Source: an optimization exercise on an open RTL-to-GDS flow (aim: small area). Production flows keep margins and buffers that such runs may drop. Only simulation tests tie the RTL to the original design; equivalence was not proved. Power and IR drop assume default switching activity.

File: flow/design.v
module meter_b (
    input  wire        clk,
    input  wire        rst,
    input  wire        rx_valid,
    input  wire [7:0]  rx_data,
    input  wire        clr_minmax,
    input  wire        tick,
    input  wire        cond_reset,
    input  wire [3:0]  cond1_index,
    input  wire [2:0]  cond1_cmp,
    input  wire [24:0] cond1_threshold,
    input  wire [15:0] cond1_duration,
    input  wire [3:0]  cond2_index,
    input  wire [2:0]  cond2_cmp,
    input  wire [24:0] cond2_threshold,
    input  wire [15:0] cond2_duration,
    input  wire [2:0]  rd_idx,
    output wire [24:0] rd_last,
    output wire [24:0] rd_min,
    output wire [24:0] rd_max,
    output wire        cond1_result,
    output wire        cond2_result,
    output reg  [15:0] good_count,
    output reg  [15:0] bad_count
);
    localparam [7:0] HDR = 8'h55;
    localparam       PKT_LEN = 35;
    reg [7:0] pkt [0:PKT_LEN-1];
    reg [5:0] idx;
    reg [7:0] sum;
    integer k;
    always @(*) begin
        sum = 8'd0;
        for (k = 0; k < PKT_LEN - 1; k = k + 1)
            sum = sum + pkt[k];
    end
    wire last_byte = rx_valid && (idx == PKT_LEN - 1);
    wire cks_ok    = (rx_data == ~sum);
    wire commit    = last_byte && cks_ok;
    always @(posedge clk) begin
        if (rst) begin
            idx <= 6'd0;
        end else if (rx_valid) begin
            if (idx == 6'd0) begin
                if (rx_data == HDR) begin
                    pkt[0] <= rx_data;
                    idx    <= 6'd1;
                end
            end else begin
                pkt[idx] <= rx_data;
                if (idx == PKT_LEN - 1)
                    idx <= 6'd0;
                else
                    idx <= idx + 6'd1;
            end
        end
    end
    always @(posedge clk) begin
        if (rst) begin
            good_count <= 16'd0;
            bad_count  <= 16'd0;
        end else if (last_byte) begin
            if (cks_ok) good_count <= good_count + 16'd1;
            else        bad_count  <= bad_count + 16'd1;
        end
    end
    function [24:0] u24;
        input [7:0] b0, b1, b2;
        u24 = {1'b0, b0, b1, b2};
    endfunction
    function [24:0] s24;
        input [7:0] b0, b1, b2;
        s24 = {b0[7], b0, b1, b2};
    endfunction
    wire [24:0] new_val [0:7];
    assign new_val[0] = u24(pkt[1],  pkt[2],  pkt[3]);
    assign new_val[1] = u24(pkt[4],  pkt[5],  pkt[6]);
    assign new_val[2] = u24(pkt[7],  pkt[8],  pkt[9]);
    assign new_val[3] = s24(pkt[10], pkt[11], pkt[12]);
    assign new_val[4] = s24(pkt[13], pkt[14], pkt[15]);
    assign new_val[5] = s24(pkt[16], pkt[17], pkt[18]);
    assign new_val[6] = s24(pkt[19], pkt[20], pkt[21]);
    assign new_val[7] = new_val[5] + new_val[6];
    reg [24:0] d_last [0:7];
    reg [24:0] d_min  [0:7];
    reg [24:0] d_max  [0:7];
    integer i;
    always @(posedge clk) begin
        if (rst) begin
            for (i = 0; i < 8; i = i + 1) begin
                d_last[i] <= 25'd0;
                d_min[i]  <= 25'd0;
                d_max[i]  <= 25'd0;
            end
        end else begin
            if (commit) begin
                for (i = 0; i < 8; i = i + 1) begin
                    d_last[i] <= new_val[i];
                    if ($signed(new_val[i]) < $signed(d_min[i]))
                        d_min[i] <= new_val[i];
                    if ($signed(new_val[i]) > $signed(d_max[i]))
                        d_max[i] <= new_val[i];
                end
            end
            if (clr_minmax) begin
                for (i = 0; i < 8; i = i + 1) begin
                    d_min[i] <= 25'd0;
                    d_max[i] <= 25'd0;
                end
            end
        end
    end
    assign rd_last = d_last[rd_idx];
    assign rd_min  = d_min[rd_idx];
    assign rd_max  = d_max[rd_idx];
    reg [31:0] now;
    always @(posedge clk) begin
        if (rst)       now <= 32'd0;
        else if (tick) now <= now + 32'd1;
    end
    meter_b_cond u_cond1 (
        .clk         (clk),
        .rst         (rst),
        .tick        (tick),
        .cond_reset  (cond_reset),
        .now         (now),
        .index       (cond1_index),
        .cmp         (cond1_cmp),
        .threshold   (cond1_threshold),
        .duration    (cond1_duration),
        .v0(d_last[0]), .v1(d_last[1]), .v2(d_last[2]), .v3(d_last[3]),
        .v4(d_last[4]), .v5(d_last[5]), .v6(d_last[6]), .v7(d_last[7]),
        .result      (cond1_result)
    );
    meter_b_cond u_cond2 (
        .clk         (clk),
        .rst         (rst),
        .tick        (tick),
        .cond_reset  (cond_reset),
        .now         (now),
        .index       (cond2_index),
        .cmp         (cond2_cmp),
        .threshold   (cond2_threshold),
        .duration    (cond2_duration),
        .v0(d_last[0]), .v1(d_last[1]), .v2(d_last[2]), .v3(d_last[3]),
        .v4(d_last[4]), .v5(d_last[5]), .v6(d_last[6]), .v7(d_last[7]),
        .result      (cond2_result)
    );
endmodule
module meter_b_cond (
    input  wire        clk,
    input  wire        rst,
    input  wire        tick,
    input  wire        cond_reset,
    input  wire [31:0] now,
    input  wire [3:0]  index,
    input  wire [2:0]  cmp,
    input  wire [24:0] threshold,
    input  wire [15:0] duration,
    input  wire [24:0] v0, v1, v2, v3, v4, v5, v6, v7,
    output reg         result
);
    localparam [2:0] CMP_LT = 3'd0, CMP_LE = 3'd1, CMP_EQ = 3'd2,
                     CMP_GE = 3'd3, CMP_GT = 3'd4, CMP_NE = 3'd5;
    reg        last_outcome;
    reg        pending_reset;
    reg [31:0] streak_start;
    reg [24:0] value;
    always @(*) begin
        case (index[2:0])
            3'd0: value = v0;
            3'd1: value = v1;
            3'd2: value = v2;
            3'd3: value = v3;
            3'd4: value = v4;
            3'd5: value = v5;
            3'd6: value = v6;
            default: value = v7;
        endcase
    end
    wire signed [24:0] th = threshold;
    wire signed [24:0] v  = value;
    reg hit;
    always @(*) begin
        case (cmp)
            CMP_LT:  hit = th <  v;
            CMP_LE:  hit = th <= v;
            CMP_EQ:  hit = th == v;
            CMP_GE:  hit = th >= v;
            CMP_GT:  hit = th >  v;
            CMP_NE:  hit = th != v;
            default: hit = 1'b0;
        endcase
    end
    wire        c     = (index < 4'd8) && hit;
    wire [31:0] start = (c != last_outcome) ? now : streak_start;
    wire [31:0] held  = now - start;
    always @(posedge clk) begin
        if (rst) begin
            result        <= 1'b0;
            last_outcome  <= 1'b0;
            pending_reset <= 1'b0;
            streak_start  <= 32'd0;
        end else if (cond_reset) begin
            result        <= 1'b0;
            pending_reset <= 1'b1;
        end else if (tick) begin
            if (pending_reset) begin
                result        <= 1'b0;
                last_outcome  <= 1'b0;
                streak_start  <= now;
                pending_reset <= 1'b0;
            end else begin
                if (!c) begin
                    result       <= 1'b0;
                    streak_start <= now;
                end else begin
                    streak_start <= start;
                    if (held >= {16'd0, duration})
                        result <= 1'b1;
                end
                last_outcome <= c;
            end
        end
    end
endmodule
File: flow/run.sh
#!/bin/bash
# synth_recipe.tcl (not shown) runs the flow's synth.tcl, then flattens the netlist and writes it again
# the make line also repeats each setting of config.mk as NAME=value (left out here)
make -C /OpenROAD-flow-scripts/flow DESIGN_CONFIG=/design/flow/config.mk WORK_HOME=/design/flow/orfs CLKGATE_MAP_FILE= SYNTH_SCRIPT=/design/flow/synth_recipe.tcl finish
File: flow/config.mk
export PLATFORM = sky130hd
export DESIGN_NAME = meter_b
export DESIGN_NICKNAME = meter_b
export VERILOG_FILES = /design/flow/design.v
export SDC_FILE = /design/flow/constraint.sdc
export NUM_CORES = 4
export LEC_CHECK = 0
export CAP_MARGIN = 20
export CORE_MARGIN = 2
export CORE_UTILIZATION = 40
export PLACE_DENSITY = 0.6
export SLEW_MARGIN = 20
File: flow/constraint.sdc
create_clock -name core_clock -period 12.0 [get_ports {clk}]
set_input_delay 2.4000 -clock core_clock [delete_from_list [all_inputs] [get_ports {clk}]]
set_output_delay 2.4000 -clock core_clock [all_outputs]
set_load 0.01 [all_outputs]
==> impl_metrics.yaml <==
die:
  io_pins: 222
  die_h_um: 405
  die_x_um: 405
  rows: 147
  fp.coreArea_um2: 160000
  initial_core_util: 0.402
  die_area_um2: 164000
pwr:
  intPower_uw: 5740
  swShare: 0.251
  p_per_area_nw_per_um2: 104
  power_uw: 7670
  leakagePower_uw: 0.0282
  p_sw_uw: 1920
  max-vdd-ir-drop_mv: 0.138
  p_comb_frac: 0.082
  pwr-share-clk: 0.470
  p_seq_frac: 0.448
synth:
  syn_area_um2: 64400
  synth_fp_nets: 7766
  synth_edf_count: 272
  synth_largest_area_cell: "dfxtp_1"
  synth_most_common_cell: "nor2_1"
  yosys.cell_types.count: 100
  synthArstFlopShare: 0
  netlist_instances: 6901
  netlist_top_cells_area: "dfxtp_1, edfxtp_1, mux2i_1"
  synthTopCellsByCount: "nor2_1, dfxtp_1, mux2i_1, inv_1, ha_1"
  ys_warn_count: 8
  syn_avg_cell_area_um2: 9.33
  synth_top_cell_area_share: 0.223
  synth-seq-area-share: 0.350
  synth_flop_cell: "dfxtp_1"
  ys_ff_latch: 990
worst_hold_path:
  hold_depth: 2
  hp-class: "register to register"
clock_tree:
  cts.clk_slew.worst_paths_ps: 60
  cts_root_buffer: "clkbuf_16"
  cts_tree: "yes"
  cts_hold_buf: 0
  numCtsBuffers: 114
  cts.sinks: 990
  cts_setup_buffers: 0
  htree_levels: 3
  clockBufferDepth: 3
  cts_resized: 0
  clk_latency_ps: 770
sta:
  setup_violations: 0
  tightest_slew_ps: 1180
  hold_violations: 0
  period_share: 0.932
  max_clock_freq_ghz: 0.0894
  final_max_slew_viol_count: 0
  layout_min_cycle_time_ps: 11190
  rsz0062_at_grt: "no"
  slew_headroom: 0.208
  fin_skew_ps: 77.0
  setup-tns-final_ps: 0
global_route:
  grt_max_degree: 113
  grt_pass1_vias: 51809
  antenna_found_initial: 22
  gr-total-overflow: 0
  track_usage: 0.339
  grt_pass1_wl_um: 393000
drt:
  viasPerCell: 5.80
  drc: 0
  drtIter0Drc: 5533
  drt_first_pass_iters: 6
  wl_per_cell_um: 30.3
  ant_nets: 0
  drt_wl_total_um: 283000
  vias: 54292
final_layout:
  drive_above_1_share: 0.0735
  fin_util: 0.459
  fin_cells: 9353
  fin_nets: 7954
  syn2layout_area_growth_pct: 14.2
  fillers: 15348
setup_path:
  crit_path_frequent_cell: "a2111oi_0"
  worstPathBufferInverterCount: 3
  crit_cells: 37
  critPathSlowestCell: "or4_2"
  crit_type: "input port to register"
  cp_data_arrival_time_ps: 11820
  cpPeakStageDelay_ps: 660
  worstPathRequired_ps: 12630
  reg2regPathDepth: 23
  cp_top_family: "compound AO/OA/AOI/OAI gates"
  path_max_fanout: 18
  start_kind: "input port"
  cp-end-kind: "register"
place:
  io_buffers: 221
  gp_congestion: 1.06
  place_inst: 9128
  dp_hpwl_um: 220000
status:
  status: "timing/DRC/antenna clean"
run:
  max_cap_viol_count: 0
[state kept, by name (all words and copies together) (netlist names)]
signal                 cells
d_min                    193
good_count                16
u_cond2.last_outcome       1
d_max                    193
u_cond1.last_outcome       1
pkt                      272
now                       32
d_last                   193
idx                        6
u_cond2.streak_start      32
u_cond1.result             1
bad_count                 16
u_cond1.pending_reset      1
u_cond1.streak_start      32
u_cond2.result             1
[placed cells by master (no fill, tap or decap), drive strengths merged, types with 196 or more instances in the layout]
cell             n
a21oi          369
buf            207
clkdlybuf4s50  203
dfxtp          718
edfxtp         272
fa             196
ha             556
inv            676
mux2i          706
nand2          374
nor2           924
o21ai          249
[area by class of cell]
cell class / instances / area (um^2) / share of cell area
sequential: 990 / 22500 / 0.307
multi-input combinational: 4901 / 38200 / 0.519
clock buffer: 162 / 3320 / 0.0451
clock inverter: 51 / 552 / 0.00750
antenna: 7 / 17.5 / 0.000238
tap: 2160 / 2700 / 0.0367
inverter: 672 / 2520 / 0.0343
timing repair buffer: 410 / 3720 / 0.0505
[through the flow]
stage               hold WS (ps)  setup slack (ps)  instance area (um^2)
global placement             442               220                 69500
CTS                          455              1010                 73400
global route                 468              94.9                 73500
detailed placement           448               232                 69500
floorplan                    436               257                 64400
finish                       452               811                 73500
[path summary, 6_finish.rpt]
| path | slack, ps | endpoint | startpoint |
|---|---|---|---|
| max | 810 | u_cond2.result | cond2_index[1] |
| max reg2reg | 1910 | d_last[5][8] | pkt[14][3] |
| min reg2reg | 450 | u_cond1.streak_start[19] | u_cond1.streak_start[19] |
| min | 450 | u_cond1.streak_start[19] | u_cond1.streak_start[19] |
[tightest hold or removal path, delay by kind of cell, from the launching register on]
family           cells  cell delay [ps]
AND/OR/NAND/NOR      1               50
AO/OA/AOI/OAI        1               50
flip-flops           1              310
[logic make-up after synthesis]
logic type               count (synthesis)  synth area share
buffers and inverters                 1010            0.0595
multiplexers                           788             0.133
AO/OA/AOI/OAI                         1291             0.130
XOR/XNOR                               191            0.0260
AND/OR/NAND/NOR                       1870             0.131
adder cells (fa/ha/maj)                761             0.170
flip-flops                             990             0.350
[layer usage]
layer,GRT usage,vias to the layer above,share of wire
li1,-,24587,-
met1,0.445,26803,0.41
met2,0.522,2278,0.44
met3,0.0477,604,0.069
met4,0.223,20,0.078
met5,0,-,0.00055
[power by group through the flow]
stage	logic, uW	clock network [uW]	registers, uW
after floorplan	363	0	3500
final	626	3610	3430
after global routing	674	3780	3430
after detailed placement	619	0	3510
after global placement	617	0	3510
after CTS	623	3650	3430

-- what the ideal ports hide --
No port has a modelled driver above. Below, the same layout with a new extraction and two added sets of constraints. Step 1 assumes that a clkbuf_16 drives the clock port and a buf_2 every other input. Step 2, shift: input delay + t, output delay - t, t = (earliest + latest rising clock arrival at the registers) / 2. This alone moves slack from input paths to output paths. a / b / c = ideal ports / drivers / drivers and shift; a / b = the first two.
t, ns: 0.817
slack for setup (ns): 0.811 / 0.863 / 0.047
worst hold slack (ns): 0.452 / 0.452 / 0.452
worst data-port slew with drivers (ns): 0.07
After both steps setup and hold are still met in this run. For this run, drivers alone change the setup slack by +0.052 ns; drivers and shift together by -0.764 ns.
